This design comes from an exercise in tuning for small area on the open sky130 flow, not from production work. In this exercise RTL edits were held to simulation tests only and were not proved equivalent to the original. Power figures rest on the tool's default switching activity, not on a simulated workload.

`flow/constraint.sdc`:
```
create_clock -name core_clock -period 10.0 [get_ports {clk}]
set_input_delay 2.0000 -clock core_clock [delete_from_list [all_inputs] [get_ports {clk}]]
set_output_delay 2.0000 -clock core_clock [all_outputs]
set_load 0.01 [all_outputs]
```
`flow/run.sh`:
```
#!/bin/bash
# synth_recipe.tcl (not shown) runs the flow's synth.tcl, then flattens the netlist and writes it again
# the make line also repeats each setting of config.mk as NAME=value (left out here)
make -C /OpenROAD-flow-scripts/flow DESIGN_CONFIG=/design/flow/config.mk WORK_HOME=/design/flow/orfs CLKGATE_MAP_FILE= SYNTH_SCRIPT=/design/flow/synth_recipe.tcl finish
```
`flow/design.v`:
```
`timescale 1ns/1ps
module scfd #(
    parameter MAX_FRAME = 128,
    parameter T_SETTLE  = 16
) (
    input  wire       clk,
    input  wire       rst,
    input  wire       rx_valid,
    input  wire [7:0] rx_data,
    output wire       tx_valid,
    output wire [7:0] tx_data,
    input  wire       tx_ready,
    output wire       bus_cs,
    output wire       bus_valid,
    output wire       bus_we,
    output wire [7:0] bus_wdata,
    input  wire       bus_ready,
    input  wire [7:0] bus_rdata,
    input  wire       bus_fail
);
    localparam [7:0] HEADER = 8'h7E;
    localparam [7:0] TAIL   = 8'h7F;
    localparam [6:0] CLAMP  = MAX_FRAME - 10;    
    localparam integer L    = 120;               
    localparam integer NP   = L / 8;             
    localparam integer NS   = 8;                 
    localparam [6:0] LAST   = L - 1;             
    localparam [3:0] S_IDLE  = 4'd0;
    localparam [3:0] S_WAIT  = 4'd1;    
    localparam [3:0] S_FETCH = 4'd2;    
    localparam [3:0] S_SET   = 4'd3;    
    localparam [3:0] S_B0    = 4'd4;    
    localparam [3:0] S_B1    = 4'd5;    
    localparam [3:0] S_B2    = 4'd6;    
    localparam [3:0] S_B3    = 4'd7;    
    localparam [3:0] S_T0    = 4'd8;    
    localparam [3:0] S_T1    = 4'd9;    
    localparam [3:0] S_T2    = 4'd10;   
    localparam [3:0] S_T3    = 4'd11;   
    localparam [3:0] S_T4    = 4'd12;   
    localparam [3:0] S_TF    = 4'd13;   
    localparam [3:0] S_CMP   = 4'd14;   
    localparam [3:0] S_RW    = 4'd15;   
    localparam [1:0] K_NACK = 2'd0;
    localparam [1:0] K_WR   = 2'd1;
    localparam [1:0] K_RD   = 2'd2;
    localparam [1:0] K_VF   = 2'd3;
    function [6:0] inc;    
        input [6:0] p;
        inc = (p == LAST) ? 7'd0 : p + 7'd1;
    endfunction
    reg        coll;        
    reg  [6:0] ac;          
    reg  [7:0] acc;         
    reg        wsel;        
    reg        cv;          
    reg  [2:0] c3;          
    reg  [7:0] p0, p1, p3;
    reg        p2z;         
    reg  [3:0] st;
    wire [6:0] idx       = ac + 7'd1;                  
    wire       ovf       = (ac == 7'd127);
    wire       app       = rx_valid && coll && !ovf;   
    wire       completes = app && (rx_data == TAIL) && (ac >= 7'd2);
    wire       hand_off  = completes && (acc == 8'd0) && (st == S_IDLE);
    wire       header    = rx_valid && !coll && (rx_data == HEADER);
    wire       abandon   = (completes && !hand_off) || (rx_valid && coll && ovf);
    wire       c_is7     = cv && (c3 == 3'd6);
    wire       c_is2     = cv && (c3 == 3'd1);
    wire       in_data   = (idx >= 7'd6) || (c_is2 && idx >= 7'd4) ||
                           (c_is7 && idx >= 7'd3);
    wire       data_in   = app && !completes && in_data;
    always @(posedge clk) begin
        if (rst) begin
            coll <= 1'b0;
        end else if (rx_valid) begin
            if (!coll) begin
                coll <= (rx_data == HEADER);
            end else if (ovf || completes) begin
                coll <= 1'b0;
            end
        end
    end
    always @(posedge clk) begin
        if (rx_valid) begin
            if (!coll) begin
                ac  <= 7'd0;
                acc <= rx_data;
            end else begin
                ac  <= idx;
                acc <= acc ^ rx_data;
            end
        end
    end
    always @(posedge clk) begin
        if (app) begin
            if (idx == 7'd1) begin
                cv <= (rx_data[7:4] == 4'd0) && (rx_data[3:0] != 4'd0) &&
                      (rx_data[3:0] <= 4'd8);
                c3 <= rx_data[2:0] - 3'd1;
            end
            if (idx == 7'd2) p0  <= rx_data;
            if (idx == 7'd3) p1  <= rx_data;
            if (idx == 7'd4) p2z <= (rx_data == 8'd0);
            if (idx == 7'd5) p3  <= rx_data;
        end
    end
    always @(posedge clk) begin
        if (rst)
            wsel <= 1'b0;
        else if (hand_off)
            wsel <= ~wsel;
    end
    reg          pv;              
    reg  [7:0]   pr;
    reg  [8*NS-1:0] sr;           
    reg  [3:0]   occ;             
    reg  [3:0]   fl;              
    reg  [6:0]   pc;              
    reg  [6:0]   fpc;             
    reg          fw;              
    reg          ffw;             
    wire         s_in   = data_in && pv;
    wire         swr    = (occ != 4'd0) && (pc[2:0] == 3'd0);
    wire [7:0]   s_out  = sr[8*(occ-4'd1) +: 8];
    wire         s_disp = (fl != 4'd0);              
    wire         s_first_c = swr && !s_disp && !fw;   
    wire [3:0]   occ_w  = occ - {3'd0, swr};
    wire [3:0]   fl_w   = fl - {3'd0, swr && s_disp};
    always @(posedge clk) begin
        if (rst || header || completes || (rx_valid && coll && ovf))
            pv <= 1'b0;
        else if (data_in)
            pv <= 1'b1;
        if (data_in)
            pr <= rx_data;
        if (s_in)
            sr <= {sr[8*NS-9:0], pr};
    end
    always @(posedge clk) begin
        if (rst) begin
            occ <= 4'd0;
            fl  <= 4'd0;
        end else begin
            fl  <= hand_off ? occ_w : fl_w;
            occ <= abandon ? fl_w : occ_w + {3'd0, s_in};
        end
    end
    always @(posedge clk) begin
        if (rst)
            pc <= 7'd0;
        else
            pc <= swr ? pc : inc(pc);
        fpc <= s_first_c ? inc(pc) : inc(fpc);
        if (header)
            fw <= 1'b0;
        else if (s_first_c)
            fw <= 1'b1;
    end
    wire [6:0]  plen    = ac - 7'd2;    
    wire        blk_ok  = (plen >= 7'd4) && p2z && !p3[7] && (p3[6:0] == plen - 7'd4);
    wire        pid_ok  = (p0[7:2] == 6'd0);
    wire [6:0]  ra_size = (p2z && p3 <= {1'b0, CLAMP}) ? p3[6:0] : CLAMP;
    wire [6:0]  cl_size = (p0 == 8'd0 && p1 <= {1'b0, CLAMP}) ? p1[6:0] : CLAMP;
    reg  [1:0]  d_kind;
    reg         d_ones, d_rd1;
    reg  [15:0] d_addr;
    reg  [6:0]  d_cnt;
    always @(*) begin
        d_kind = K_NACK;
        d_ones = 1'b0;
        d_rd1  = 1'b0;
        d_addr = {p0, p1};
        d_cnt  = 7'd0;
        if (cv) begin
            case (c3)
                3'd0: if (plen == 7'd2) begin d_kind = K_RD; d_cnt = 7'd1; d_rd1 = 1'b1; end
                3'd1: if (plen == 7'd3) begin d_kind = K_WR; d_cnt = 7'd1; end
                3'd2: if (plen == 7'd4) begin d_kind = K_RD; d_cnt = ra_size; end
                3'd3: if (blk_ok)       begin d_kind = K_WR; d_cnt = p3[6:0]; end
                3'd4: if (plen == 7'd2) begin
                    d_kind = K_WR; d_cnt = cl_size; d_ones = 1'b1; d_addr = 16'h0000;
                end
                3'd5: if (blk_ok)       begin d_kind = K_VF; d_cnt = p3[6:0]; end
                3'd6: if (plen == 7'd65 && pid_ok) begin
                    d_kind = K_WR; d_cnt = 7'd64; d_addr = {8'h01, p0[1:0], 6'd0};
                end
                default: if (plen == 7'd1 && pid_ok) begin
                    d_kind = K_RD; d_cnt = 7'd64; d_addr = {8'h01, p0[1:0], 6'd0};
                end
            endcase
        end
    end
    reg  [1:0]  kind;
    reg         ones, rd1;
    reg  [15:0] addr;
    reg  [6:0]  cnt;
    reg  [6:0]  tmr;
    reg         bad, mism;
    reg  [7:0]  csum;
    reg  [7:0]  h;
    reg  [6:0]  dp;           
    reg  [8*L-1:0] ra, rb;
    wire [7:0]  tail = wsel ? ra[8*L-1 -: 8] : rb[8*L-1 -: 8];   
    wire rd_at   = (dp == LAST);                   
    wire wr_at   = (dp[2:0] == 3'd0);              
    wire hwr     = (st == S_RW) && wr_at;          
    wire done_x  = (tmr == cnt);                   
    wire has_pay = bad || (kind == K_NACK) || (kind == K_RD && cnt != 7'd0);
    wire err_pay = bad || (kind == K_NACK);
    wire d_stall = ((st == S_FETCH || st == S_TF || st == S_CMP) && rd_at) || hwr;
    wire [7:0]  dp_sum = {1'b0, dp} + {1'b0, cnt};
    wire [6:0]  dp_cnt = (dp_sum >= L) ? dp_sum - L : dp_sum[6:0];
    always @(posedge clk) begin
        if (hand_off) begin
            dp  <= s_first_c ? inc(pc) : inc(fpc);
            ffw <= !fw && !s_first_c;
        end else if (swr && s_disp && ffw) begin
            dp  <= inc(pc);
            ffw <= 1'b0;
        end else if (hwr && done_x) begin
            dp  <= dp_cnt;
        end else if (!d_stall) begin
            dp  <= inc(dp);
        end
    end
    wire        a_s  = swr && (s_disp == wsel);      
    wire        b_s  = swr && (s_disp != wsel);
    wire        a_h  = hwr && wsel;                  
    wire        b_h  = hwr && !wsel;
    wire [3:0]  a_pt = a_h ? dp[6:3] : pc[6:3];
    wire [3:0]  b_pt = b_h ? dp[6:3] : pc[6:3];
    wire [7:0]  a_d  = a_h ? h : s_out;
    wire [7:0]  b_d  = b_h ? h : s_out;
    genvar gp;
    generate
        for (gp = 0; gp < L; gp = gp + 1) begin : g_ring
            if (gp % 8 == 1) begin : g_port
                always @(posedge clk) begin
                    ra[8*gp +: 8] <= ((a_s || a_h) && a_pt == gp / 8) ? a_d : ra[8*(gp-1) +: 8];
                    rb[8*gp +: 8] <= ((b_s || b_h) && b_pt == gp / 8) ? b_d : rb[8*(gp-1) +: 8];
                end
            end else begin : g_plain
                always @(posedge clk) begin
                    ra[8*gp +: 8] <= ra[8*((gp+L-1)%L) +: 8];
                    rb[8*gp +: 8] <= rb[8*((gp+L-1)%L) +: 8];
                end
            end
        end
    endgenerate
    always @(posedge clk) begin
        if (rst) begin
            st <= S_IDLE;
        end else begin
            case (st)
                S_IDLE: if (hand_off) st <= S_WAIT;
                S_WAIT: if (fl == 4'd0) begin
                    if (cnt == 7'd0)
                        st <= S_T0;
                    else if (kind == K_WR && !ones)
                        st <= S_FETCH;
                    else
                        st <= S_B0;
                end
                S_FETCH: if (rd_at) st <= S_B0;
                S_B0: if (bus_ready) st <= S_B1;
                S_B1: if (bus_ready) st <= S_B2;
                S_B2: if (bus_ready) st <= S_B3;
                S_B3: if (bus_ready) begin
                    case (kind)
                        K_WR:    st <= S_SET;
                        K_RD:    st <= S_RW;
                        default: st <= S_CMP;
                    endcase
                end
                S_SET: if (tmr == T_SETTLE - 1)
                    st <= (cnt == 7'd0 || bad) ? S_T0 : ones ? S_B0 : S_FETCH;
                S_CMP: if (rd_at) st <= done_x ? S_T0 : S_B3;
                S_RW:  if (wr_at) st <= done_x ? S_T0 : S_B3;
                S_T0: if (tx_ready) st <= S_T1;
                S_T1: if (tx_ready) st <= !has_pay ? S_T3 : err_pay ? S_T2 : S_TF;
                S_TF: if (rd_at) st <= S_T2;
                S_T2: if (tx_ready) st <= (err_pay || tmr + 7'd1 == cnt) ? S_T3 : S_TF;
                S_T3: if (tx_ready) st <= S_T4;
                S_T4: if (tx_ready) st <= S_IDLE;
                default: st <= S_IDLE;
            endcase
        end
    end
    always @(posedge clk) begin
        case (st)
            S_IDLE: if (hand_off) begin
                kind <= d_kind;
                ones <= d_ones;
                rd1  <= d_rd1;
                addr <= d_addr;
                cnt  <= d_cnt;
                bad  <= 1'b0;
                mism <= 1'b0;
                tmr  <= 7'd0;
            end
            S_FETCH: if (rd_at) h <= tail;
            S_TF:    if (rd_at) h <= tail;
            S_B3: if (bus_ready) begin
                bad <= bus_fail;
                h   <= bus_rdata;
                if (kind == K_WR) begin
                    cnt  <= cnt - 7'd1;
                    addr <= addr + 16'd1;
                    tmr  <= 7'd0;
                end else begin
                    tmr  <= tmr + 7'd1;
                end
            end
            S_CMP: if (rd_at && h != tail) mism <= 1'b1;
            S_RW:  if (wr_at && done_x) tmr <= 7'd0;
            S_SET: tmr <= tmr + 7'd1;
            S_T2:  if (tx_ready) tmr <= tmr + 7'd1;
            default: ;
        endcase
    end
    assign bus_valid = (st[3:2] == 2'b01);
    assign bus_cs    = bus_valid || ((st == S_CMP || st == S_RW) && !done_x);
    assign bus_we    = (st != S_B3) || (kind == K_WR);
    assign bus_wdata = (st == S_B0) ? {6'd0, 1'b1, kind != K_WR} :
                       (st == S_B1) ? addr[15:8] :
                       (st == S_B2) ? addr[7:0] :
                       ones ? 8'hFF : h;
    reg [7:0] code_byte;
    always @(*) begin
        if (bad || kind == K_NACK) code_byte = 8'h11;
        else if (kind == K_WR)     code_byte = 8'h10;
        else if (kind == K_RD)     code_byte = rd1 ? 8'h12 : 8'h13;
        else                       code_byte = mism ? 8'h15 : 8'h14;
    end
    assign tx_valid = (st == S_T0 || st == S_T1 || st == S_T2 || st == S_T3 || st == S_T4);
    assign tx_data  = (st == S_T0) ? HEADER :
                      (st == S_T1) ? code_byte :
                      (st == S_T2) ? (err_pay ? (bad ? 8'h04 : 8'h01) : h) :
                      (st == S_T3) ? csum : TAIL;
    always @(posedge clk) begin
        if (tx_ready) begin
            if (st == S_T0)
                csum <= HEADER;
            else if (st == S_T1 || st == S_T2)
                csum <= csum ^ tx_data;
        end
    end
endmodule
```
`flow/config.mk`:
```
export PLATFORM = sky130hd
export DESIGN_NAME = scfd
export DESIGN_NICKNAME = scfd
export VERILOG_FILES = /design/flow/design.v
export SDC_FILE = /design/flow/constraint.sdc
export NUM_CORES = 4
export LEC_CHECK = 0
export ABC_AREA = 1
export CAP_MARGIN = 20
export CORE_MARGIN = 2
export CORE_UTILIZATION = 85
export CTS_BUF_LIST = sky130_fd_sc_hd__clkbuf_8
export CTS_CLUSTER_DIAMETER = 40
export CTS_CLUSTER_SIZE = 20
export PLACE_DENSITY = 0.92
export SLEW_MARGIN = 20
```
==> flow_metrics.tcl, run 1 <==
set metrics [dict create \
    syn_area_um2 53800 \
    ys_ff_latch 2126 \
    io_buffers 41 \
    cts_root_buf "clkbuf_8" \
    die_width_um 256 \
    synth_cell_types 51 \
    firstError "[ERROR GRT-0232] Routing congestion too high. Check the congestion heatmap in the GUI." \
    synth_area_leaders "dfxtp_1 (73%), edfxtp_1 (9.8%), nand2_1 (4.0%)" \
    syn-mean-instance-area_um2 13.1 \
    htree_num_levels 4 \
    cts_hold_buf 0 \
    cts_buffers 145 \
    track_usage_pct 61.4 \
    post-synth-top-count-cell "dfxtp_1" \
    yosysWarnings 1 \
    dpl.hpwl_um 87500 \
    yosys.area.top_type_share_pct 72.6 \
    stop_stage "global routing" \
    rows 92 \
    synthFlopType "dfxtp_1" \
    gp_congestion 0.929 \
    status "stopped before the end" \
    num_io_pins 42 \
    post_cts_buffers 0 \
    place_area_um2 55100 \
    async_reset_ff_share_pct 0 \
    grt_max_degree 66 \
    yosysSeqAreaShare_pct 82.4 \
    dieHeight_um 256 \
    cts_buffer_depth 3 \
    synth.top_cells.by_count "dfxtp_1 (1950), nand2_1 (571), nor2_1 (298)" \
    synth-edff-count 176 \
    cts_resized 0 \
    syn-num-nets 4156 \
    pre_cts_ws_ns 4.56 \
    placedCellCount 4920 \
    synthCells 4093 \
    cts_sinks 2126 \
    synth_top_area_cell "dfxtp_1" \
    start_util_pct 85.6 \
    grt.overflow.total 76 \
]
==> metal layers <==
layer,global-route usage [%],GRT overflow
met3,42.7,2
met5,18.6,0
met1,61.3,1
met4,54.9,38
met2,83.2,35
==> power groups by stage <==
| stage | clock network [mW] | logic [mW] | registers, mW |
|---|---|---|---|
| CTS | 4.62 | 1.65 | 9.59 |
| detailed placement | 0 | 1.52 | 9.73 |
| global placement | 0 | 1.35 | 9.61 |
| floorplan | 0 | 0.793 | 9.54 |
==> metrics by stage <==
| step | util [%] | hold slack [ns] | power (mW) |
|---|---|---|---|
| 3_5_place_dp | 87.6 | 0.312 | 11.2 |
| 3_3_place_gp | 87.6 | 0.310 | 11.0 |
| 4_1_cts | 92.4 | 0.282 | 15.9 |
| 2_1_floorplan | - | 0.310 | 10.3 |
==> worst max-delay path by stage <==
stage	slack, ns	end	depth (start not counted)
detailed placement	4.56	occ[0]$_SDFF_PP0_	10
CTS	4.53	bus_we	7
global placement	4.73	occ[3]$_SDFF_PP0_	10
floorplan	3.74	occ[2]$_SDFF_PP0_	11
==> cell families after synthesis <==
family / Yosys count / synth area share [%]
AO/OA/AOI/OAI: 475 / 4.72
XOR/XNOR: 63 / 1.03
adder cells (fa/ha/maj): 41 / 0.968
buffers and inverters: 283 / 2.08
flip-flops: 2126 / 82.4
multiplexers: 12 / 0.251
AND/OR/NAND/NOR: 1093 / 8.54
==> run 2, diff against run 1 <==
==> flow/config.mk (replaced) <==
export PLATFORM = sky130hd
export DESIGN_NAME = scfd
export DESIGN_NICKNAME = scfd
export VERILOG_FILES = /design/flow/design.v
export SDC_FILE = /design/flow/constraint.sdc
export NUM_CORES = 4
export LEC_CHECK = 0
export CAP_MARGIN = 20
export CORE_MARGIN = 2
export CORE_UTILIZATION = 75
export CTS_BUF_LIST = sky130_fd_sc_hd__clkbuf_4 sky130_fd_sc_hd__clkbuf_8
export CTS_CLUSTER_DIAMETER = 50
export CTS_CLUSTER_SIZE = 16
export PLACE_DENSITY = 0.85
export SLEW_MARGIN = 20
==> flow_metrics.tcl, run 2 <==
set metrics [dict create \
    crit_type "reg2out" \
    syn-mean-instance-area_um2 15.6 \
    cts_hold_buf 0 \
    grt_antenna_before_repair 6 \
    hold_viol_final 0 \
    track_usage_pct 32.5 \
    drt-total-wl_um 118000 \
    cts_buffers 159 \
    arrival_ns 3.69 \
    drc 0 \
    clock.fmax_mhz 176 \
    fin_area_um2 58300 \
    crit_end "bus_wdata[0]" \
    cp_max_fo 21 \
    wl_per_cell_um 25.8 \
    setup_viol 0 \
    cts_buffer_depth 3 \
    dr.pass1.iters 6 \
    synth_area_leaders "dfxtp_1 (72%), edfxtp_1 (9.7%), mux2_1 (3.4%)" \
    place_area_um2 55600 \
    syn_area_um2 54300 \
    final.fill_count 3073 \
    grt_pass1_wl_um 179000 \
    ir_drop_uv 223 \
    r2r_cells 6 \
    p_int_mw 11.2 \
    cp-end-kind "primary output" \
    rows 98 \
    drt_iter0_drc 2458 \
    leakage_nw 23.0 \
    synth.top_cells.by_count "dfxtp_1 (1950), edfxtp_1 (176), mux2_1 (165)" \
    yosys.area.top_type_share_pct 71.9 \
    crit_start "st[2]$_SDFFE_PP0P_" \
    worst-endpoint-required_ns 8.00 \
    synth-edff-count 176 \
    total_power_mw 15.2 \
    synth_top_area_cell "dfxtp_1" \
    path_clk_slew_ns 0.10 \
    num_io_pins 42 \
    gp_congestion 0.857 \
    dieHeight_um 273 \
    hold-worst-slack_ns 0.294 \
    vias 26500 \
    status "complete, no violations" \
    r2r_end "rb[10]$_DFF_P_" \
    hold_class "reg2reg" \
    worst_pin_slew_ns 1.10 \
    cts_root_buf "clkbuf_8" \
    syn-num-nets 3544 \
    pwr-share-comb_pct 9.2 \
    post-synth-top-count-cell "dfxtp_1" \
    antenna_left 0 \
    period_share_pct 56.9 \
    slew-limit-headroom_pct 25.8 \
    post_cts_buffers 0 \
    p_sw_mw 3.95 \
    stdcell_count 4588 \
    ys_ff_latch 2126 \
    clkPwrFrac_pct 28.5 \
    start_kind "register" \
    start_util_pct 75.9 \
    grt_max_degree 66 \
    grt.overflow.total 0 \
    io_buffers 41 \
    final_util_pct 81.4 \
    layout_commonest_cell "dfxtp_1" \
    dieArea_um2 74600 \
    cts_sinks 2126 \
    r2r_start "st[2]$_SDFFE_PP0P_" \
    synth_cell_types 93 \
    clk_latency_ns 0.87 \
    pwr-share-seq_pct 62.3 \
    drive_above_1_share_pct 10.1 \
    rsz0062_at_grt "false" \
    p_sw_share_pct 26.1 \
    async_reset_ff_share_pct 0 \
    mostFrequentLayoutCells "dfxtp_1 (1950), edfxtp_1 (176), mux2_1 (165), clkbuf_8 (162), nor2_1 (128)" \
    cts_tree "built" \
    vias_per_cell 5.77 \
    dpl.hpwl_um 71500 \
    yosysSeqAreaShare_pct 81.6 \
    die_width_um 273 \
    pre_cts_ws_ns 4.23 \
    final.setup.tns_ns 0 \
    synthFlopType "dfxtp_1" \
    synthCells 3481 \
    maxCapViolCount 0 \
    skew_ns 0.0755 \
    placedCellCount 4383 \
    nNetsFinal 3657 \
    multi_input_area_um2 9430 \
    reg2reg_slack_ns 5.58 \
    reg_top3 "ra: 960 flops, rb: 960 flops, sr: 64 flops" \
    grt_pass1_vias 28500 \
    powerDensity_nw_per_um2 260 \
    cts_resized 0 \
    finalWorstPathRequiredPeriod_ns 5.69 \
    yosysWarnings 1 \
    htree_num_levels 4 \
    setup_slack_ns 4.31 \
    core_um2 71600 \
    drv_slew 0 \
    regArea_um2 44300 \
    area_growth_pct 7.35 \
]
## run 2: worst max-delay path, cell delays in order, from the launching register on
cell and delay (ns):
dfxtp_1 0.77, nand2b_1 0.53, nor2_1 0.66, nor2_1 0.13, a211oi_1 0.25, a21oi_1 0.06, clkdlybuf4s50_1 0.49
## run 2: logic make-up (layout without fill, tap and decap cells)
kind of cell | Yosys count | after routing | share of synthesized area, %
flip-flops | 2126 | 2126 | 81.6
AND/OR/NAND/NOR | 481 | 481 | 4.52
AO/OA/AOI/OAI | 303 | 303 | 3.91
multiplexers | 291 | 291 | 6.33
buffers and inverters | 146 | 300 | 1.08
XOR/XNOR | 93 | 93 | 1.61
adder cells (fa/ha/maj) | 41 | 41 | 0.958
other | 0 | 3 | 0
## run 2: worst min path at each step
stage,from,to,slack [ns],cells after the start
CTS,ra[940]$_DFF_P_,ra[948]$_DFF_P_,0.29,0
global route,rb[59]$_DFF_P_,rb[67]$_DFF_P_,0.31,0
detailed placement,ra[947]$_DFF_P_,ra[955]$_DFF_P_,0.31,0
global placement,rb[908]$_DFF_P_,rb[916]$_DFF_P_,0.31,0
floorplan,ra[92]$_DFF_P_,ra[100]$_DFF_P_,0.31,0
finish,ra[686]$_DFF_P_,ra[694]$_DFF_P_,0.29,0
## run 2: power groups by stage
stage	Sequential, mW	Combinational [mW]	Clock, mW
after detailed placement	9.61	1.31	0
after global placement	9.56	1.24	0
after global routing	9.49	1.45	4.66
final	9.45	1.39	4.32
after floorplan	9.45	0.820	0
after CTS	9.45	1.35	4.35
## run 2: metal layers
layer / GRT usage [%] / wire length, um
met1: 40.3 / 46100
met2: 55.8 / 59900
met3: 6.54 / 7260
met4: 14.0 / 5130
met5: 0 / 11
## run 2: area by class of cell
class | count | share of cell area (%)
inverters | 48 | 0.309
flip-flops and latches | 2126 | 76.0
well taps | 950 | 2.04
clock buffers | 173 | 3.97
repair buffers | 50 | 0.820
clock inverters | 29 | 0.674
multi-input cells | 1209 | 16.2
diodes | 3 | 0.0129
==> run 3, diff against run 2 <==
--- a/flow/design.v
+++ b/flow/design.v
@@ -119,5 +119,2 @@
     reg  [6:0]   pc;              
-    reg  [6:0]   fpc;             
-    reg          fw;              
-    reg          ffw;             
     wire         s_in   = data_in && pv;
@@ -126,3 +123,2 @@
     wire         s_disp = (fl != 4'd0);              
-    wire         s_first_c = swr && !s_disp && !fw;   
     wire [3:0]   occ_w  = occ - {3'd0, swr};
@@ -148,2 +144,3 @@
     end
+    wire [6:0]   pc_n   = swr ? pc : inc(pc);
     always @(posedge clk) begin
@@ -152,8 +149,3 @@
         else
-            pc <= swr ? pc : inc(pc);
-        fpc <= s_first_c ? inc(pc) : inc(fpc);
-        if (header)
-            fw <= 1'b0;
-        else if (s_first_c)
-            fw <= 1'b1;
+            pc <= pc_n;
     end
@@ -211,16 +203,11 @@
     wire d_stall = ((st == S_FETCH || st == S_TF || st == S_CMP) && rd_at) || hwr;
-    wire [7:0]  dp_sum = {1'b0, dp} + {1'b0, cnt};
-    wire [6:0]  dp_cnt = (dp_sum >= L) ? dp_sum - L : dp_sum[6:0];
-    always @(posedge clk) begin
-        if (hand_off) begin
-            dp  <= s_first_c ? inc(pc) : inc(fpc);
-            ffw <= !fw && !s_first_c;
-        end else if (swr && s_disp && ffw) begin
-            dp  <= inc(pc);
-            ffw <= 1'b0;
-        end else if (hwr && done_x) begin
-            dp  <= dp_cnt;
-        end else if (!d_stall) begin
-            dp  <= inc(dp);
-        end
+    wire [6:0]  ad_a   = hand_off ? pc_n : dp;
+    wire [6:0]  ad_b   = hand_off ? d_cnt - {3'd0, occ_w} : cnt;
+    wire [7:0]  dp_sum = {1'b0, ad_a} + {1'b0, ad_b};
+    wire [6:0]  dp_add = (dp_sum >= L) ? dp_sum - L : dp_sum[6:0];
+    always @(posedge clk) begin
+        if (hand_off || (hwr && done_x))
+            dp <= dp_add;
+        else if (!d_stall)
+            dp <= inc(dp);
     end
@@ -237,3 +224,3 @@
         for (gp = 0; gp < L; gp = gp + 1) begin : g_ring
-            if (gp % 8 == 1) begin : g_port
+            if (gp % 8 == 1 && gp / 8 == NP - 1) begin : g_port
                 always @(posedge clk) begin
@@ -242,2 +229,9 @@
                 end
+            end else if (gp % 8 == 1) begin : g_iport
+                wire [7:0] ad = ((gp / 8) % 2) ? ~a_d : a_d;
+                wire [7:0] bd = ((gp / 8) % 2) ? ~b_d : b_d;
+                always @(posedge clk) begin
+                    ra[8*gp +: 8] <= ~(((a_s || a_h) && a_pt == gp / 8) ? ad : ra[8*(gp-1) +: 8]);
+                    rb[8*gp +: 8] <= ~(((b_s || b_h) && b_pt == gp / 8) ? bd : rb[8*(gp-1) +: 8]);
+                end
             end else begin : g_plain
@@ -282,3 +276,3 @@
                 S_TF: if (rd_at) st <= S_T2;
-                S_T2: if (tx_ready) st <= (err_pay || tmr + 7'd1 == cnt) ? S_T3 : S_TF;
+                S_T2: if (tx_ready) st <= (err_pay || cnt == 7'd1) ? S_T3 : S_TF;
                 S_T3: if (tx_ready) st <= S_T4;
@@ -315,5 +309,4 @@
             S_CMP: if (rd_at && h != tail) mism <= 1'b1;
-            S_RW:  if (wr_at && done_x) tmr <= 7'd0;
             S_SET: tmr <= tmr + 7'd1;
-            S_T2:  if (tx_ready) tmr <= tmr + 7'd1;
+            S_T2:  if (tx_ready) cnt <= cnt - 7'd1;
             default: ;
--- a/flow/config.mk
+++ b/flow/config.mk
@@ -7,2 +7,3 @@
 export LEC_CHECK = 0
+export ABC_AREA = 1
 export CAP_MARGIN = 20
@@ -10,5 +11,5 @@
 export CORE_UTILIZATION = 75
-export CTS_BUF_LIST = sky130_fd_sc_hd__clkbuf_4 sky130_fd_sc_hd__clkbuf_8
-export CTS_CLUSTER_DIAMETER = 50
-export CTS_CLUSTER_SIZE = 16
+export CTS_BUF_LIST = sky130_fd_sc_hd__clkbuf_8
+export CTS_CLUSTER_DIAMETER = 40
+export CTS_CLUSTER_SIZE = 14
 export PLACE_DENSITY = 0.85
==> flow_metrics.tcl, run 3 <==
set metrics [dict create \
    status "complete, no violations" \
    async_reset_ff_share_pct 0 \
    reg_top3 "ra: 960 flops, rb: 960 flops, sr: 64 flops" \
    clk_latency_ns 0.87 \
    slowest_stage "edfxtp_1" \
    vias 27800 \
    drc 0 \
    num_io_pins 42 \
    cp_slowest_stage_delay_ns 0.49 \
    grt_pass1_wl_um 170000 \
    worst-endpoint-required_ns 10.61 \
    cts_resized 0 \
    cp_max_fo 9 \
    grt.overflow.total 0 \
    drt_iter0_drc 2800 \
    wl_per_cell_um 21.8 \
    stdcell_count 5129 \
    setup_viol 0 \
    setup_slack_ns 3.72 \
    powerDensity_nw_per_um2 266 \
    dpl.hpwl_um 68200 \
    core_um2 70000 \
    grt_max_degree 66 \
    synth.top_cells.by_count "dfxtp_1 (1942), nand2_1 (520), o21ai_0 (312)" \
    ys_ff_latch 2117 \
    grt_pass1_vias 29000 \
    syn-num-nets 3998 \
    area_growth_pct 8.79 \
    cts_buffer_depth 3 \
    synth_area_leaders "dfxtp_1 (73%), edfxtp_1 (9.9%), nand2_1 (3.7%)" \
    clock.fmax_mhz 159 \
    start_util_pct 75.7 \
    skew_ns 0.0530 \
    yosysSeqAreaShare_pct 83.2 \
    grt_antenna_before_repair 2 \
    arrival_ns 6.89 \
    drv_slew 0 \
    cts_buffers 182 \
    htree_num_levels 4 \
    vias_per_cell 5.42 \
    synth-edff-count 175 \
    cts_sinks 2117 \
    post_cts_buffers 0 \
    yosysWarnings 1 \
    cts_hold_buf 0 \
    nNetsFinal 4194 \
    drive_above_1_share_pct 7.67 \
    rsz0062_at_grt "false" \
    final.fill_count 3277 \
    slew-limit-headroom_pct 27.6 \
    dieHeight_um 270 \
    mostFrequentLayoutCells "dfxtp_1 (1942), nand2_1 (520), o21ai_0 (312), inv_1 (226), nor2_1 (225)" \
    synthCells 3930 \
    path_clk_slew_ns 0.09 \
    final.setup.tns_ns 0 \
    cts_root_buf "clkbuf_8" \
    syn-mean-instance-area_um2 13.5 \
    finalWorstPathRequiredPeriod_ns 6.28 \
    drt-total-wl_um 112000 \
    pre_cts_ws_ns 3.29 \
    cts_tree "built" \
    syn_area_um2 53000 \
    cp-end-kind "register" \
    leakage_nw 23.1 \
    worst-path-buf-inv 3 \
    antenna_left 0 \
    place_area_um2 54600 \
    synth_top_area_cell "dfxtp_1" \
    maxCapViolCount 0 \
    worst_pin_slew_ns 1.09 \
    crit_type "reg2reg" \
    hold_class "reg2reg" \
    hold-worst-slack_ns 0.288 \
    fin_area_um2 57700 \
    cp_common_cell "nand2_1" \
    period_share_pct 62.8 \
    post-synth-top-count-cell "dfxtp_1" \
    rows 97 \
    dr.pass1.iters 6 \
    track_usage_pct 31.1 \
    dieArea_um2 72900 \
    gp_congestion 0.932 \
    die_width_um 270 \
    start_kind "register" \
    synthFlopType "dfxtp_1" \
    hold_viol_final 0 \
    layout_commonest_cell "dfxtp_1" \
    crit_family "simple AND/OR/NAND/NOR gates" \
    io_buffers 41 \
    placedCellCount 4881 \
    ir_drop_uv 244 \
    yosys.area.top_type_share_pct 73.3 \
    synth_cell_types 54 \
]
[run 3: changes by cell type after synthesis, moves of 49 or more]
cell	change
mux2_1	-165
inv_1	+157
nand2_1	+410
nor2_1	+97
o21ai_0	+270
clkbuf_1	-49
mux2_2	-95
[run 3: power breakdown]
part           switching [mW]  internal [mW]  total [mW]
clock network            2.70           1.88        4.58
registers               0.277           9.27        9.55
logic                   0.938          0.294        1.23
total                    3.91           11.5        15.4
[run 3: cells by family after synthesis]
group / after synthesis / share of synthesized area [%]
buffers and inverters: 268 / 2.01
AOI/OAI and AO/OA: 524 / 5.37
xor gates and xnor gates: 53 / 0.875
and+or+nand+nor: 922 / 7.43
adders and majority gates: 46 / 1.11
DFF: 2117 / 83.2
[run 3: final timing paths]
| path | from | end | slack [ns] | cells past startpoint |
|---|---|---|---|---|
| worst min register to register | rb[877]$_DFF_P_ | rb[885]$_DFF_P_ | 0.29 | 0 |
| worst max-delay path | ac[1]$_SDFFCE_PN0P_ | dp[4]$_DFFE_PP_ | 3.72 | 33 |
| worst max register to register | ac[1]$_SDFFCE_PN0P_ | dp[4]$_DFFE_PP_ | 3.72 | 33 |
| worst min-delay path | rb[877]$_DFF_P_ | rb[885]$_DFF_P_ | 0.29 | 0 |
[run 3: layer usage]
metal  vias up  part of all wire (%)  wire length [um]  GRT usage [%]
li1      13000                     -                 -              -
met2      1072                    49             55000           52.0
met1     13400                    40             45200           40.1
met3       297                   6.0              6720           5.49
met4         0                   4.3              4800           13.7
met5         -                     0                 0              0
[run 3: area by class of cell]
class	instances	area, um^2	area share [%]
inverter	214	806	1.40
tap	940	1180	2.04
antenna	2	5.00	0.00867
clock inverter	57	541	0.937
sequential	2117	44100	76.5
clock buffer	188	2590	4.48
multi-input combinational	1545	7860	13.6
timing repair buffer	66	602	1.04
[run 3: through the flow]
stage,utilization [%],power (mW)
final,82.4,15.4
after global routing,82.4,15.8
after CTS,82.4,15.4
after detailed placement,77.9,10.9
after global placement,77.9,10.8
after floorplan,-,10.2
==> run 4, diff against run 3 <==
==> flow/flow/run.sh (new file) <==
#!/bin/bash
# Standard layout, except that the port buffers are the smallest buffer
# (sky130_fd_sc_hd__buf_1) instead of the one buffer_ports picks by default.
set -euo pipefail
export BUFFER_PORTS_ARGS="-buffer_cell sky130_fd_sc_hd__buf_1"
bash standard.sh > standard_flow.log 2>&1
==> flow/standard.sh (new file) <==
#!/bin/bash
# synth_recipe.tcl (not shown) runs the flow's synth.tcl, then flattens the netlist and writes it again
# the make line also repeats each setting of config.mk as NAME=value (left out here)
make -C /OpenROAD-flow-scripts/flow DESIGN_CONFIG=/design/flow/config.mk WORK_HOME=/design/flow/orfs CLKGATE_MAP_FILE= SYNTH_SCRIPT=/design/flow/synth_recipe.tcl "${@:-finish}"
--- a/flow/config.mk
+++ b/flow/config.mk
@@ -12,4 +12,4 @@
 export CTS_BUF_LIST = sky130_fd_sc_hd__clkbuf_8
-export CTS_CLUSTER_DIAMETER = 40
-export CTS_CLUSTER_SIZE = 14
+export CTS_CLUSTER_DIAMETER = 35
+export CTS_CLUSTER_SIZE = 16
 export PLACE_DENSITY = 0.85
removed: flow/run.sh
==> flow_metrics.tcl, run 4 <==
set metrics [dict create \
    synth_compound_area_share_pct 5.37 \
    track_usage_pct 31.9 \
    die_width_um 270 \
    layout_commonest_cell "dfxtp_1" \
    cts_resized 0 \
    final.fill_count 3205 \
    r2r_end "dp[4]$_DFFE_PP_" \
    r2r_start "occ[0]$_SDFF_PP0_" \
    cts_sinks 2117 \
    cp_max_fo 35 \
    cts_root_buf "clkbuf_8" \
    synthFlopType "dfxtp_1" \
    path_clk_slew_ns 0.10 \
    post_cts_buffers 0 \
    grt.overflow.total 0 \
    leakage_nw 23.3 \
    yosysWarnings 1 \
    syn_area_um2 53000 \
    slowest_stage "dfxtp_1" \
    nNetsFinal 4190 \
    period_share_pct 65.7 \
    clock.fmax_mhz 152 \
    reg2reg_slack_ns 3.43 \
    p_sw_share_pct 25.7 \
    setup_viol 0 \
    yosys.area.top_type_share_pct 73.3 \
    htree_num_levels 4 \
    drc 0 \
    antenna_left 0 \
    drv_slew 0 \
    p_sw_mw 4.10 \
    drt_iter0_drc 2767 \
    slew-limit-headroom_pct 22.4 \
    vias_per_cell 5.45 \
    hold_class "reg2reg" \
    wl_per_cell_um 22.2 \
    path_depth 25 \
    core_um2 70000 \
    num_io_pins 42 \
    cts_buffer_depth 3 \
    synth_area_leaders "dfxtp_1 (73%), edfxtp_1 (9.9%), nand2_1 (3.7%)" \
    synthXorXnorAreaFrac_pct 0.875 \
    gp_congestion 0.923 \
    ys_ff_latch 2117 \
    regArea_um2 44100 \
    pwr-share-seq_pct 60.1 \
    grt_antenna_before_repair 3 \
    clk_latency_ns 0.85 \
    grt_pass1_wl_um 174000 \
    placedCellCount 4879 \
    dieArea_um2 72900 \
    cts_hold_buf 0 \
    place_area_um2 54300 \
    status "complete, no violations" \
    wl_met3_um 7370 \
    ir_drop_uv 255 \
    wl_met1_um 45400 \
    rows 97 \
    highest_layer "met5" \
    grt_max_degree 66 \
    synth_mux_area_share_pct 0 \
    cts_buffers 181 \
    crit_end "dp[4]$_DFFE_PP_" \
    rsz0062_at_grt "false" \
    wl_met2_um 57700 \
    maxCapViolCount 0 \
    vias 28200 \
    crit_start "occ[0]$_SDFF_PP0_" \
    yosys.area_share.simple_pct 7.43 \
    worst-path-buf-inv 5 \
    synth_cell_types 54 \
    mostFrequentLayoutCells "dfxtp_1 (1942), nand2_1 (520), o21ai_0 (312), nor2_1 (225), inv_1 (222)" \
    grt_pass1_vias 29300 \
    cp-end-kind "register" \
    multi_input_area_um2 7860 \
    cp_slowest_stage_delay_ns 1.02 \
    dieHeight_um 270 \
    p_int_mw 11.8 \
    final.setup.tns_ns 0 \
    synthCells 3930 \
    async_reset_ff_share_pct 0 \
    area_growth_pct 9.47 \
    synth_top_area_cell "dfxtp_1" \
    fin_area_um2 58100 \
    start_kind "register" \
    total_power_mw 15.9 \
    r2r_cells 25 \
    synth-edff-count 175 \
    syn-num-nets 3998 \
    hold_viol_final 0 \
    arrival_ns 7.17 \
    skew_ns 0.0474 \
    synth_top_family_by_area "simple AND/OR/NAND/NOR gates" \
    dpl.hpwl_um 67100 \
    post-synth-top-count-cell "dfxtp_1" \
    io_buffers 41 \
    worst_pin_slew_ns 1.16 \
    pwr-share-comb_pct 7.7 \
    reg_top3 "ra: 960 flops, rb: 960 flops, sr: 64 flops" \
    syn-mean-instance-area_um2 13.5 \
    start_util_pct 75.7 \
    finalWorstPathRequiredPeriod_ns 6.57 \
    synthAdderAreaFrac_pct 1.11 \
    dr.pass1.iters 9 \
    worst-endpoint-required_ns 10.61 \
    drive_above_1_share_pct 8.92 \
    clkPwrFrac_pct 32.2 \
    cts_tree "built" \
    synth.top_cells.by_count "dfxtp_1 (1942), nand2_1 (520), o21ai_0 (312)" \
    stdcell_count 5180 \
    yosysSeqAreaShare_pct 83.2 \
    drt-total-wl_um 115000 \
    powerDensity_nw_per_um2 274 \
    crit_type "reg2reg" \
    crit_family "adder cells" \
]
-- run 4: changes by cell type in the layout (fill, tap and decap cells not counted), moves of 2 or more --
| cell | previous run | this run |
|---|---|---|
| inv_6 | 2 | 17 |
| bufinv_16 | 5 | 14 |
| clkinv_4 | 3 | 6 |
| clkinv_8 | 4 | 1 |
| clkinvlp_4 | 3 | 9 |
| buf_4 | 24 | 22 |
| buf_1 | 0 | 41 |
| clkinv_2 | 4 | 21 |
| inv_1 | 226 | 222 |
| clkbuf_8 | 188 | 199 |
| clkdlybuf4s50_1 | 41 | 0 |
-- run 4: worst min path at each step --
stage	cells past startpoint	from	slack, ns	end
final	0	rb[920]$_DFF_P_	0.30	rb[928]$_DFF_P_
after global routing	0	rb[869]$_DFF_P_	0.31	rb[877]$_DFF_P_
after CTS	0	rb[920]$_DFF_P_	0.29	rb[928]$_DFF_P_
after detailed placement	0	ra[335]$_DFF_P_	0.31	ra[343]$_DFF_P_
after global placement	0	rb[251]$_DFF_P_	0.31	rb[259]$_DFF_P_
after floorplan	0	ra[92]$_DFF_P_	0.31	ra[100]$_DFF_P_
-- run 4: cell families after synthesis --
| group | Yosys count |
|---|---|
| AO/OA/AOI/OAI | 524 |
| XOR/XNOR | 53 |
| adder cells (fa/ha/maj) | 46 |
| buffers and inverters | 268 |
| flip-flops | 2117 |
| AND/OR/NAND/NOR | 922 |
-- run 4: metrics by stage --
stage          hold WS (ns)  worst slack, ns  util, %
2_1_floorplan         0.310             2.75        -
3_3_place_gp          0.310             3.06     77.5
3_5_place_dp          0.312             3.09     77.5
4_1_cts               0.291             3.55     82.9
5_1_grt               0.305             2.73     82.9
6_report              0.302             3.43     82.9
-- run 4: power groups by stage --
stage                     Combinational, mW  Clock, mW  Sequential, mW
after global routing                   1.28       5.48            9.62
after detailed placement               1.15          0            9.72
after floorplan                       0.597          0            9.57
after CTS                              1.19       5.18            9.57
after global placement                 1.12          0            9.65
final                                  1.22       5.13            9.57
-- run 4: cell type report --
cell class                      instances  area share, %
Antenna cell                            1        0.00431
Multi-Input combinational cell       1545           13.5
Sequential cell                      2117           76.0
Inverter                              214           1.39
Timing Repair Buffer                   63          0.549
Clock buffer                          199           4.72
Clock inverter                        101           1.77
Tap cell                              940           2.03
-- run 4: layer usage --
layer  GRT usage [%]  vias to the layer above
met5               0                        -
met4            13.7                        4
met3            6.13                      307
met2            54.9                     1199
met1            39.5                    13600
li1                -                    13100
==> run 5, diff against run 4 <==
--- a/flow/config.mk
+++ b/flow/config.mk
@@ -12,4 +12,4 @@
 export CTS_BUF_LIST = sky130_fd_sc_hd__clkbuf_8
-export CTS_CLUSTER_DIAMETER = 35
-export CTS_CLUSTER_SIZE = 16
+export CTS_CLUSTER_DIAMETER = 30
+export CTS_CLUSTER_SIZE = 18
 export PLACE_DENSITY = 0.85
==> flow_metrics.tcl, run 5 <==
set metrics [dict create \
    mostFrequentLayoutCells "dfxtp_1 (1941), nand2_1 (520), o21ai_0 (312), nor2_1 (225), clkbuf_8 (222)" \
    antenna_left 0 \
    post-synth-top-count-cell "dfxtp_1" \
    setup_viol 0 \
    total_power_mw 17.0 \
    ir_drop_uv 285 \
    pwr-share-comb_pct 7.3 \
    p_int_mw 12.5 \
    placedCellCount 4879 \
    grt.overflow.total 0 \
    syn-num-nets 3998 \
    syn-mean-instance-area_um2 13.5 \
    htree_num_levels 4 \
    hold-worst-slack_ns 0.302 \
    rows 97 \
    clkPwrFrac_pct 36.5 \
    slowest_stage "edfxtp_1" \
    p_sw_share_pct 26.9 \
    drt_iter0_drc 2860 \
    cts_buffer_depth 3 \
    maxCapViolCount 0 \
    grt_antenna_before_repair 4 \
    grt_max_degree 66 \
    reg_top3 "ra: 960 flops, rb: 960 flops, sr: 64 flops" \
    dpl.hpwl_um 67100 \
    dr.pass1.iters 8 \
    drt-total-wl_um 119000 \
    slew-limit-headroom_pct 25.1 \
    setup_slack_ns 3.65 \
    wl_met3_um 8000 \
    core_um2 70000 \
    io_buffers 41 \
    cts_hold_buf 0 \
    highest_layer "met5" \
    final_util_pct 84.8 \
    pre_cts_ws_ns 3.09 \
    status "complete, no violations" \
    worst-endpoint-required_ns 10.64 \
    drv_slew 0 \
    yosysSeqAreaShare_pct 83.2 \
    ys_ff_latch 2117 \
    track_usage_pct 33.0 \
    drc 0 \
    area_growth_pct 12.0 \
    hold_class "reg2reg" \
    start_kind "register" \
    start_util_pct 75.7 \
    synth_top_area_cell "dfxtp_1" \
    vias_per_cell 5.45 \
    num_io_pins 42 \
    cts_root_buf "clkbuf_8" \
    path_clk_slew_ns 0.09 \
    grt_pass1_wl_um 181000 \
    post_cts_buffers 0 \
    vias 28700 \
    yosys.area.top_type_share_pct 73.3 \
    p_sw_mw 4.57 \
    synth-edff-count 175 \
    fin_area_um2 59400 \
    dieHeight_um 270 \
    grt_pass1_vias 30200 \
    synthCells 3930 \
    clock.fmax_mhz 158 \
    worst_pin_slew_ns 1.12 \
    layout_commonest_cell "dfxtp_1" \
    rsz0062_at_grt "false" \
    crit_type "reg2reg" \
    syn_area_um2 53000 \
    skew_ns 0.0432 \
    cp_max_fo 9 \
    powerDensity_nw_per_um2 287 \
    die_width_um 270 \
    leakage_nw 23.9 \
    arrival_ns 6.99 \
    synth_area_leaders "dfxtp_1 (73%), edfxtp_1 (9.9%), nand2_1 (3.7%)" \
    cp_slowest_stage_delay_ns 0.50 \
    dieArea_um2 72900 \
    final.setup.tns_ns 0 \
    stdcell_count 5274 \
    synth.top_cells.by_count "dfxtp_1 (1942), nand2_1 (520), o21ai_0 (312)" \
    cts_resized 0 \
    synthFlopType "dfxtp_1" \
    gp_congestion 0.923 \
    wl_met2_um 59200 \
    synth_cell_types 54 \
    async_reset_ff_share_pct 0 \
    nNetsFinal 4218 \
    yosysWarnings 1 \
    wl_per_cell_um 22.6 \
    wl_met1_um 46800 \
    place_area_um2 54300 \
    cts_buffers 209 \
    cp_common_cell "nand2_1" \
    cp-end-kind "register" \
    drive_above_1_share_pct 10.9 \
    cts_sinks 2117 \
    period_share_pct 63.5 \
    pwr-share-seq_pct 56.2 \
    cts_tree "built" \
    finalWorstPathRequiredPeriod_ns 6.35 \
    hold_viol_final 0 \
    clk_latency_ns 0.89 \
]
## run 5: layout make-up
cell class                      instances  area (um^2)
Clock inverter                        171         2030
Antenna cell                            2         5.00
Sequential cell                      2117        44100
Multi-Input combinational cell       1545         7860
Inverter                              214          806
Fill cell                            2945        10600
Tap cell                              940         1180
Clock buffer                          222         3060
Timing Repair Buffer                   63          319
## run 5: kinds of logic (layout without fill, tap and decap cells)
logic type                 after synthesis  count (layout)  synth area share, %
and+or+nand+nor                        922             922                 7.43
AOI/OAI and AO/OA                      524             524                 5.37
xor gates and xnor gates                53              53                0.875
DFF                                   2117            2117                 83.2
adders and majority gates               46              46                 1.11
buffers and inverters                  268             670                 2.01
other                                    0               2                    0
## run 5: layer usage
| layer | track usage (%) | up-vias |
|---|---|---|
| li1 | - | 13200 |
| met1 | 40.8 | 13900 |
| met2 | 56.1 | 1279 |
| met3 | 7.01 | 325 |
| met4 | 14.5 | 2 |
| met5 | 0 | - |
## run 5: path summary, 6_finish.rpt
path                                           from               to  slack (ns)  cells after the start
worst max register to register  ac[1]$_SDFFCE_PN0P_  dp[4]$_DFFE_PP_        3.65                     33
worst min-delay path                ra[693]$_DFF_P_  ra[701]$_DFF_P_        0.30                      0
worst min register to register      ra[693]$_DFF_P_  ra[701]$_DFF_P_        0.30                      0
worst max-delay path            ac[1]$_SDFFCE_PN0P_  dp[4]$_DFFE_PP_        3.65                     33
## run 5: power by group through the flow
stage	combinational (mW)	clock [mW]	sequential, mW
2_1_floorplan	0.597	0	9.57
3_3_place_gp	1.12	0	9.65
3_5_place_dp	1.15	0	9.72
4_1_cts	1.20	6.26	9.58
5_1_grt	1.29	6.57	9.62
6_report	1.24	6.21	9.57
## run 5: worst max-delay path, delay by kind of cell (launching register included)
family,cells,cell delay (ns)
adder cells (fa/ha/maj),5,1.59
buffers and inverters,3,0.36
AO/OA/AOI/OAI,8,1.01
AND/OR/NAND/NOR,15,1.98
flip-flops,1,0.50
XOR/XNOR,2,0.66
==> run 6, diff against run 5 <==
--- a/flow/config.mk
+++ b/flow/config.mk
@@ -12,4 +12,4 @@
 export CTS_BUF_LIST = sky130_fd_sc_hd__clkbuf_8
-export CTS_CLUSTER_DIAMETER = 30
-export CTS_CLUSTER_SIZE = 18
+export CTS_CLUSTER_DIAMETER = 40
+export CTS_CLUSTER_SIZE = 14
 export PLACE_DENSITY = 0.85
==> flow_metrics.tcl, run 6 <==
set metrics [dict create \
    status "complete, no violations" \
    gp_congestion 0.923 \
    hold_viol_final 0 \
    place_area_um2 54300 \
    ir_drop_uv 250 \
    period_share_pct 66.2 \
    placedCellCount 4879 \
    slew-limit-headroom_pct 24.5 \
    synthFlopType "dfxtp_1" \
    antenna_left 0 \
    layout_commonest_cell "dfxtp_1" \
    stdcell_count 5125 \
    hold_class "reg2reg" \
    area_growth_pct 8.16 \
    arrival_ns 7.23 \
    reg_top3 "ra: 960 flops, rb: 960 flops, sr: 64 flops" \
    clkPwrFrac_pct 29.6 \
    clock.fmax_mhz 151 \
    cp-end-kind "register" \
    cts_buffers 181 \
    cts_sinks 2117 \
    cp_common_cell "inv_1" \
    io_buffers 41 \
    cts_tree "built" \
    clk_latency_ns 0.89 \
    synth-edff-count 175 \
    syn_area_um2 53000 \
    ys_ff_latch 2117 \
    core_um2 70000 \
    worst-path-buf-inv 5 \
    cp_max_fo 35 \
    dr.pass1.iters 8 \
    final.fill_count 3392 \
    start_kind "register" \
    wl_met1_um 44800 \
    leakage_nw 23.0 \
    pwr-share-comb_pct 8.0 \
    p_sw_mw 3.93 \
    vias 27700 \
    nNetsFinal 4190 \
    grt_pass1_wl_um 169000 \
    synthCells 3930 \
    fin_area_um2 57400 \
    drive_above_1_share_pct 7.70 \
    syn-mean-instance-area_um2 13.5 \
    worst-endpoint-required_ns 10.62 \
    setup_viol 0 \
    highest_layer "met4" \
    yosysWarnings 1 \
    powerDensity_nw_per_um2 267 \
    yosys.area.top_type_share_pct 73.3 \
    yosysSeqAreaShare_pct 83.2 \
    rows 97 \
    post-synth-top-count-cell "dfxtp_1" \
    path_clk_slew_ns 0.09 \
    wl_per_cell_um 21.6 \
    vias_per_cell 5.41 \
    grt_antenna_before_repair 1 \
    synth_top_area_cell "dfxtp_1" \
    post_cts_buffers 0 \
    synth_cell_types 54 \
    cp_cell_sequence "inv_1 -> ha_1 -> nand2_1 -> nand3_1 -> inv_1 -> ha_1 -> ha_1 -> inv_1 -> fa_1 -> nand3b_1 -> and2_0 -> inv_1 -> a21oi_1 -> o21ai_0 -> o21ai_0 -> ha_1 -> inv_1 -> o21ai_0 -> xor2_1 -> nand4_1 -> nand2_1 -> o21ai_0 -> nand2_1 -> nand2_1" \
    final.setup.tns_ns 0 \
    grt.overflow.total 0 \
    wl_met3_um 6860 \
    finalWorstPathRequiredPeriod_ns 6.62 \
    crit_type "reg2reg" \
    drt-total-wl_um 111000 \
    p_int_mw 11.4 \
    slowest_stage "dfxtp_1" \
    worst_pin_slew_ns 1.13 \
    synth.top_cells.by_count "dfxtp_1 (1942), nand2_1 (520), o21ai_0 (312)" \
    dieArea_um2 72900 \
    cts_buffer_depth 3 \
    crit_family "adder cells" \
    drc 0 \
    grt_pass1_vias 28900 \
    cts_hold_buf 0 \
    pwr-share-seq_pct 62.4 \
    rsz0062_at_grt "false" \
    die_width_um 270 \
    drt_iter0_drc 2576 \
    cts_resized 0 \
    dpl.hpwl_um 67100 \
    maxCapViolCount 0 \
    grt_max_degree 66 \
    cts_root_buf "clkbuf_8" \
    synth_area_leaders "dfxtp_1 (73%), edfxtp_1 (9.9%), nand2_1 (3.7%)" \
    start_util_pct 75.7 \
    async_reset_ff_share_pct 0 \
    wl_met2_um 54800 \
    skew_ns 0.0536 \
    num_io_pins 42 \
    mostFrequentLayoutCells "dfxtp_1 (1942), nand2_1 (520), o21ai_0 (312), nor2_1 (225), inv_1 (224)" \
    p_sw_share_pct 25.6 \
    drv_slew 0 \
    htree_num_levels 4 \
    cp_slowest_stage_delay_ns 1.06 \
    dieHeight_um 270 \
    track_usage_pct 30.8 \
    syn-num-nets 3998 \
]
run 6: worst paths after layout:
path | start | end | slack [ns] | cells after the start
worst max-delay path | occ[0]$_SDFF_PP0_ | dp[4]$_DFFE_PP_ | 3.38 | 24
worst max register to register | occ[0]$_SDFF_PP0_ | dp[4]$_DFFE_PP_ | 3.38 | 24
worst min-delay path | rb[329]$_DFF_P_ | rb[337]$_DFF_P_ | 0.30 | 0
worst min register to register | rb[329]$_DFF_P_ | rb[337]$_DFF_P_ | 0.30 | 0
run 6: cell type report:
class | count | area [um^2] | area share, %
timing repair buffer | 63 | 319 | 0.556
multi-input combinational | 1545 | 7860 | 13.7
clock inverter | 59 | 514 | 0.896
antenna | 1 | 2.50 | 0.00436
inverter | 214 | 806 | 1.40
clock buffer | 186 | 2560 | 4.46
tap | 940 | 1180 | 2.05
sequential | 2117 | 44100 | 76.9
run 6: stage by stage:
stage | hold slack, ns | worst slack, ns | power, mW | util, %
finish | 0.297 | 3.38 | 15.3 | 81.9
global route | 0.293 | 2.69 | 15.8 | 81.9
CTS | 0.300 | 3.50 | 15.3 | 81.9
detailed placement | 0.312 | 3.09 | 10.9 | 77.5
global placement | 0.310 | 3.06 | 10.8 | 77.5
floorplan | 0.310 | 2.75 | 10.2 | -
run 6: worst register-to-register path, stage by stage, from the launching register on:
cell and delay, ns:
dfxtp_1 1.06, inv_1 0.83, ha_1 0.50, nand2_1 0.28, nand3_1 0.24, inv_1 0.25, ha_1 0.23, ha_1 0.16
inv_1 0.10, fa_1 0.43, nand3b_1 0.16, and2_0 0.18, inv_1 0.06, a21oi_1 0.04, o21ai_0 0.18, o21ai_0 0.12
ha_1 0.33, inv_1 0.05, o21ai_0 0.25, xor2_1 0.34, nand4_1 0.20, nand2_1 0.17, o21ai_0 0.10, nand2_1 0.07
nand2_1 0.05
run 6: power groups by stage:
stage | logic, mW | clock network, mW | registers (mW)
after detailed placement | 1.15 | 0 | 9.72
after floorplan | 0.597 | 0 | 9.57
after global placement | 1.12 | 0 | 9.65
after global routing | 1.29 | 4.87 | 9.61
after CTS | 1.19 | 4.58 | 9.56
final | 1.22 | 4.53 | 9.56
run 6: cell families (layout without fill, tap and decap cells):
| group | Yosys count | in the layout | share of synthesized area (%) |
|---|---|---|---|
| compound gates | 524 | 524 | 5.37 |
| xor+xnor | 53 | 53 | 0.875 |
| fa+ha+maj | 46 | 46 | 1.11 |
| buf+inv | 268 | 522 | 2.01 |
| flops | 2117 | 2117 | 83.2 |
| other cells | 0 | 1 | 0 |
| simple gates | 922 | 922 | 7.43 |
run 6: layer usage:
metal,up-vias,GRT usage (%)
met3,300,5.76
met5,-,0
met1,13400,39.2
li1,13000,-
met4,0,12.8
met2,1053,52.4
==> run 7, diff against run 6 <==
--- a/flow/design.v
+++ b/flow/design.v
@@ -195,4 +195,5 @@
     reg  [8*L-1:0] ra, rb;
-    wire [7:0]  tail = wsel ? ra[8*L-1 -: 8] : rb[8*L-1 -: 8];   
-    wire rd_at   = (dp == LAST);                   
+    wire        rd_at = (dp[4:0] == 5'd31) || (dp == LAST);
+    wire [6:0]  rpos  = (dp[6:5] == 2'd3) ? LAST : {dp[6:5], 5'd31};
+    wire [7:0]  tail  = wsel ? ra[8*rpos +: 8] : rb[8*rpos +: 8];
     wire wr_at   = (dp[2:0] == 3'd0);              
==> flow_metrics.tcl, run 7 <==
set metrics [dict create \
    rsz0062_at_grt "false" \
    final_util_pct 82.2 \
    cts_buffers 182 \
    synthXorXnorAreaFrac_pct 0.752 \
    dr.pass1.iters 6 \
    worst-endpoint-required_ns 10.57 \
    place_area_um2 54800 \
    drv_slew 0 \
    placedCellCount 4984 \
    worst-path-buf-inv 3 \
    antenna_left 0 \
    arrival_ns 6.78 \
    synthAdderAreaFrac_pct 1.10 \
    synth.top_cells.by_count "dfxtp_1 (1942), nand2_1 (540), o21ai_0 (296)" \
    synth_top_area_cell "dfxtp_1" \
    cts_tree "built" \
    synth_area_leaders "dfxtp_1 (73%), edfxtp_1 (9.8%), nand2_1 (3.8%)" \
    drt-total-wl_um 120000 \
    post-synth-top-count-cell "dfxtp_1" \
    post_cts_buffers 0 \
    dpl.hpwl_um 72900 \
    synth_compound_area_share_pct 5.42 \
    yosysSeqAreaShare_pct 82.4 \
    layout_commonest_cell "dfxtp_1" \
    synthCells 4042 \
    drc 0 \
    reg_top3 "ra: 960 flops, rb: 960 flops, sr: 64 flops" \
    async_reset_ff_share_pct 0 \
    die_width_um 271 \
    path_clk_slew_ns 0.09 \
    cts_hold_buf 0 \
    dieArea_um2 73600 \
    grt_max_degree 66 \
    vias_per_cell 5.53 \
    synth_top_family_by_area "simple AND/OR/NAND/NOR gates" \
    status "complete, no violations" \
    pre_cts_ws_ns 3.45 \
    area_growth_pct 7.99 \
    powerDensity_nw_per_um2 271 \
    grt.overflow.total 0 \
    period_share_pct 62.1 \
    maxCapViolCount 0 \
    syn-num-nets 4110 \
    io_buffers 41 \
    grt_antenna_before_repair 7 \
    final.setup.tns_ns 0 \
    grt_pass1_vias 30000 \
    vias 28900 \
    slowest_stage "edfxtp_1" \
    syn_area_um2 53600 \
    wl_per_cell_um 23.1 \
    hold_class "reg2reg" \
    grt_pass1_wl_um 180000 \
    synth_mux_area_share_pct 0.149 \
    hold_viol_final 0 \
    cts_root_buf "clkbuf_8" \
    yosys.area_share.simple_pct 7.98 \
    total_power_mw 15.7 \
    clk_latency_ns 0.87 \
    finalWorstPathRequiredPeriod_ns 6.21 \
    synthFlopType "dfxtp_1" \
    cp_max_fo 8 \
    track_usage_pct 33.0 \
    drive_above_1_share_pct 7.36 \
    yosys.area.top_type_share_pct 72.6 \
    crit_family "simple AND/OR/NAND/NOR gates" \
    num_io_pins 42 \
    rows 97 \
    gp_congestion 0.941 \
    synth-edff-count 175 \
    dieHeight_um 271 \
    cts_resized 0 \
    synth_cell_types 59 \
    leakage_nw 23.4 \
    setup_viol 0 \
    setup_slack_ns 3.79 \
    worst_pin_slew_ns 0.979 \
    drt_iter0_drc 2679 \
    start_kind "register" \
    ir_drop_uv 237 \
    crit_type "reg2reg" \
    yosysWarnings 1 \
    stdcell_count 5224 \
    cp-end-kind "register" \
    start_util_pct 76.1 \
    core_um2 70400 \
    cp_slowest_stage_delay_ns 0.48 \
    htree_num_levels 4 \
    slew-limit-headroom_pct 34.5 \
    cts_sinks 2117 \
    ys_ff_latch 2117 \
    nNetsFinal 4296 \
    mostFrequentLayoutCells "dfxtp_1 (1942), nand2_1 (540), o21ai_0 (296), inv_1 (238), nor2_1 (226)" \
    fin_area_um2 57900 \
    clock.fmax_mhz 161 \
    syn-mean-instance-area_um2 13.3 \
    hold-worst-slack_ns 0.310 \
    cts_buffer_depth 3 \
    skew_ns 0.0591 \
]
[run 7: changes by cell type after synthesis, moves of 5 or more]
cell / change
mux2i_1: +8
clkbuf_1: +14
nand2_2: -5
o22ai_1: +5
xnor2_1: -6
nand2_1: +20
nand3_1: +59
a21oi_1: +6
nand4_1: -5
inv_1: +18
o21ai_0: -16
nor4_1: +5
[run 7: worst paths after layout]
check	startpoint	end	slack, ns	cells past startpoint
max	ac[1]$_SDFFCE_PN0P_	dp[5]$_DFFE_PP_	3.79	33
min	ra[426]$_DFF_P_	ra[434]$_DFF_P_	0.31	0
max reg2reg	ac[1]$_SDFFCE_PN0P_	dp[5]$_DFFE_PP_	3.79	33
min reg2reg	ra[426]$_DFF_P_	ra[434]$_DFF_P_	0.31	0
[run 7: metal layers]
layer  GRT usage [%]  vias up  share of wire (%)
met1            40.8    13900                 39
met3            6.64      370                6.3
met5               0        -              0.022
met2            55.5     1172                 49
met4            17.0        4                5.2
li1                -    13400                  -
[run 7: cells by family after synthesis]
family          Yosys count
compound gates          526
simple gates            998
fa+ha+maj                46
flops                  2117
xor+xnor                 46
mux                       8
buf+inv                 301
[run 7: layout make-up]
type | count | area [um^2]
antenna | 2 | 5.00
multi-input combinational | 1624 | 8270
clock buffer | 185 | 2550
inverter | 232 | 873
timing repair buffer | 71 | 379
tap | 940 | 1180
fill | 3333 | 12500
sequential | 2117 | 44100
clock inverter | 53 | 474
[run 7: where the power goes]
group | internal [mW] | switching [mW] | leakage (nW)
Clock | 1.77 | 2.75 | 1.61
Combinational | 0.286 | 1.06 | 4.26
Sequential | 9.45 | 0.343 | 17.5
Total | 11.5 | 4.14 | 23.4
==> run 8, diff against run 7 <==
==> flow/flow/run.sh (replaced) <==
#!/bin/bash
set -euo pipefail
export BUFFER_PORTS_ARGS="-buffer_cell sky130_fd_sc_hd__buf_1"
export CTS_ARGS="-sink_clustering_enable -repair_clock_nets -sink_clustering_size 14 -sink_clustering_max_diameter 40 -buf_list sky130_fd_sc_hd__clkbuf_8 -dont_use_dummy_load"
bash standard.sh > standard_flow.log 2>&1
==> flow_metrics.tcl, run 8 <==
set metrics [dict create \
    reg_top3 "ra: 960 flops, rb: 960 flops, sr: 64 flops" \
    synth.top_cells.by_count "dfxtp_1 (1942), nand2_1 (540), o21ai_0 (296)" \
    antenna_left 0 \
    crit_type "reg2reg" \
    vias 28800 \
    worst_pin_slew_ns 1.07 \
    maxCapViolCount 0 \
    synthFlopType "dfxtp_1" \
    cts_sinks 2117 \
    grt_use_met1_pct 41.5 \
    drt_iter0_drc 2941 \
    hold_viol_final 0 \
    path_depth 33 \
    leakage_nw 23.1 \
    drt-total-wl_um 120000 \
    place_area_um2 54800 \
    slowest_stage "edfxtp_1" \
    status "complete, no violations" \
    r2r_cells 33 \
    powerDensity_nw_per_um2 267 \
    synth_area_leaders "dfxtp_1 (73%), edfxtp_1 (9.8%), nand2_1 (3.8%)" \
    drv_slew 0 \
    grt_max_degree 66 \
    cts_resized 0 \
    grt_antenna_before_repair 2 \
    clock.fmax_mhz 160 \
    cts_tree "built" \
    start_kind "register" \
    area_growth_pct 7.04 \
    yosysSeqAreaShare_pct 82.4 \
    mostFrequentLayoutCells "dfxtp_1 (1942), nand2_1 (540), o21ai_0 (296), nor2_1 (226), inv_1 (220)" \
    fin_area_um2 57300 \
    clkPwrFrac_pct 27.1 \
    setup_viol 0 \
    final.fill_count 3369 \
    htree_num_levels 4 \
    cts_hold_buf 0 \
    track_usage_pct 32.9 \
    setup_slack_ns 3.75 \
    drive_above_1_share_pct 6.55 \
    worst-endpoint-required_ns 10.49 \
    start_util_pct 76.1 \
    cts_root_buf "clkbuf_8" \
    num_io_pins 42 \
    p_int_mw 11.4 \
    dpl.hpwl_um 72900 \
    synthCells 4042 \
    hold_class "reg2reg" \
    cts_buffers 182 \
    worst-path-buf-inv 3 \
    wl_per_cell_um 23.2 \
    grtUsageMet3_pct 5.88 \
    grt_pass1_vias 29700 \
    finalWorstPathRequiredPeriod_ns 6.25 \
    cp_max_fo 8 \
    nNetsFinal 4296 \
    rows 97 \
    min_path_cells 0 \
    pre_cts_ws_ns 3.45 \
    period_share_pct 62.5 \
    cp_slowest_stage_delay_ns 0.47 \
    final.setup.tns_ns 0 \
    yosys.area.top_type_share_pct 72.6 \
    placedCellCount 4984 \
    layout_commonest_cell "dfxtp_1" \
    gp_congestion 0.941 \
    clk_latency_ns 0.87 \
    cp-end-kind "register" \
    reg2reg_slack_ns 3.75 \
    async_reset_ff_share_pct 0 \
    syn-num-nets 4110 \
    dieArea_um2 73600 \
    stdcell_count 5170 \
    holdCritStartpoint "rb[96]$_DFF_P_" \
    crit_start "ac[1]$_SDFFCE_PN0P_" \
    grtUsageMet2_pct 55.0 \
    p_sw_mw 3.94 \
    pwr-share-seq_pct 64.0 \
    path_clk_slew_ns 0.09 \
    dieHeight_um 271 \
    synth_top_area_cell "dfxtp_1" \
    pwr-share-comb_pct 8.8 \
    grt.overflow.total 0 \
    syn-mean-instance-area_um2 13.3 \
    core_um2 70400 \
    slew-limit-headroom_pct 28.6 \
    syn_area_um2 53600 \
    post_cts_buffers 0 \
    drc 0 \
    final_util_pct 81.5 \
    total_power_mw 15.3 \
    skew_ns 0.146 \
    vias_per_cell 5.57 \
    grt.busiest_layer "met2" \
    hold-worst-slack_ns 0.272 \
    ir_drop_uv 206 \
    r2r_start "ac[1]$_SDFFCE_PN0P_" \
    yosysWarnings 1 \
    ys_ff_latch 2117 \
    io_buffers 41 \
    p_sw_share_pct 25.8 \
    arrival_ns 6.74 \
]
run 8: changes by cell type in the layout (fill, tap and decap cells not counted), moves of 4 or more:
| cell | previous run | this run |
|---|---|---|
| inv_6 | 5 | 0 |
| clkinv_8 | 4 | 0 |
| inv_12 | 5 | 0 |
| clkinv_2 | 4 | 0 |
| inv_8 | 5 | 0 |
| inv_1 | 238 | 220 |
| clkinvlp_4 | 5 | 0 |
run 8: final cells by class:
class	instances	area [um^2]	area share (%)
diodes	4	10.0	0.0175
clock buffers	182	2500	4.37
inverters	232	873	1.52
multi-input cells	1624	8270	14.4
flip-flops and latches	2117	44100	77.0
well taps	940	1180	2.05
repair buffers	71	379	0.661
run 8: cell families after synthesis:
logic type	after synthesis	synth area share, %
AOI/OAI and AO/OA	526	5.42
buffers and inverters	301	2.21
xor gates and xnor gates	46	0.752
adders and majority gates	46	1.10
DFF	2117	82.4
and+or+nand+nor	998	7.98
muxes	8	0.149
run 8: path summary, 6_finish.rpt:
path / to
hold / removal: rb[104]$_DFF_P_
setup reg to reg: dp[5]$_DFFE_PP_
hold reg to reg: rb[104]$_DFF_P_
setup / recovery: dp[5]$_DFFE_PP_
run 8: worst register-to-register path: cells and delay by family (launching register included):
kind,cells,cell delay [ns]
adder cells (fa/ha/maj),5,1.49
flip-flops,1,0.47
XOR/XNOR,1,0.29
AND/OR/NAND/NOR,15,2.08
buffers and inverters,3,0.42
AO/OA/AOI/OAI,9,1.22
run 8: routing by layer:
metal,vias up,wire length (um)
li1,13300,-
met1,13900,47300
met2,1185,58800
met3,388,7820
met4,0,6290
met5,-,0
run 8: power groups by stage:
stage	clock, mW	combinational [mW]	sequential (mW)
after floorplan	0	0.608	9.76
after global routing	4.49	1.39	9.85
after CTS	4.20	1.30	9.80
after global placement	0	1.21	9.85
after detailed placement	0	1.25	9.94
final	4.15	1.35	9.80

Re-timed with assumed drivers on the ports (clkbuf_16 on the clock, buf_2 on other inputs), run 8 has 3.754 ns of setup slack against 3.754 ns with ideal ports, and 3.408 ns once port delays also move by the mid clock arrival of 0.865 ns.
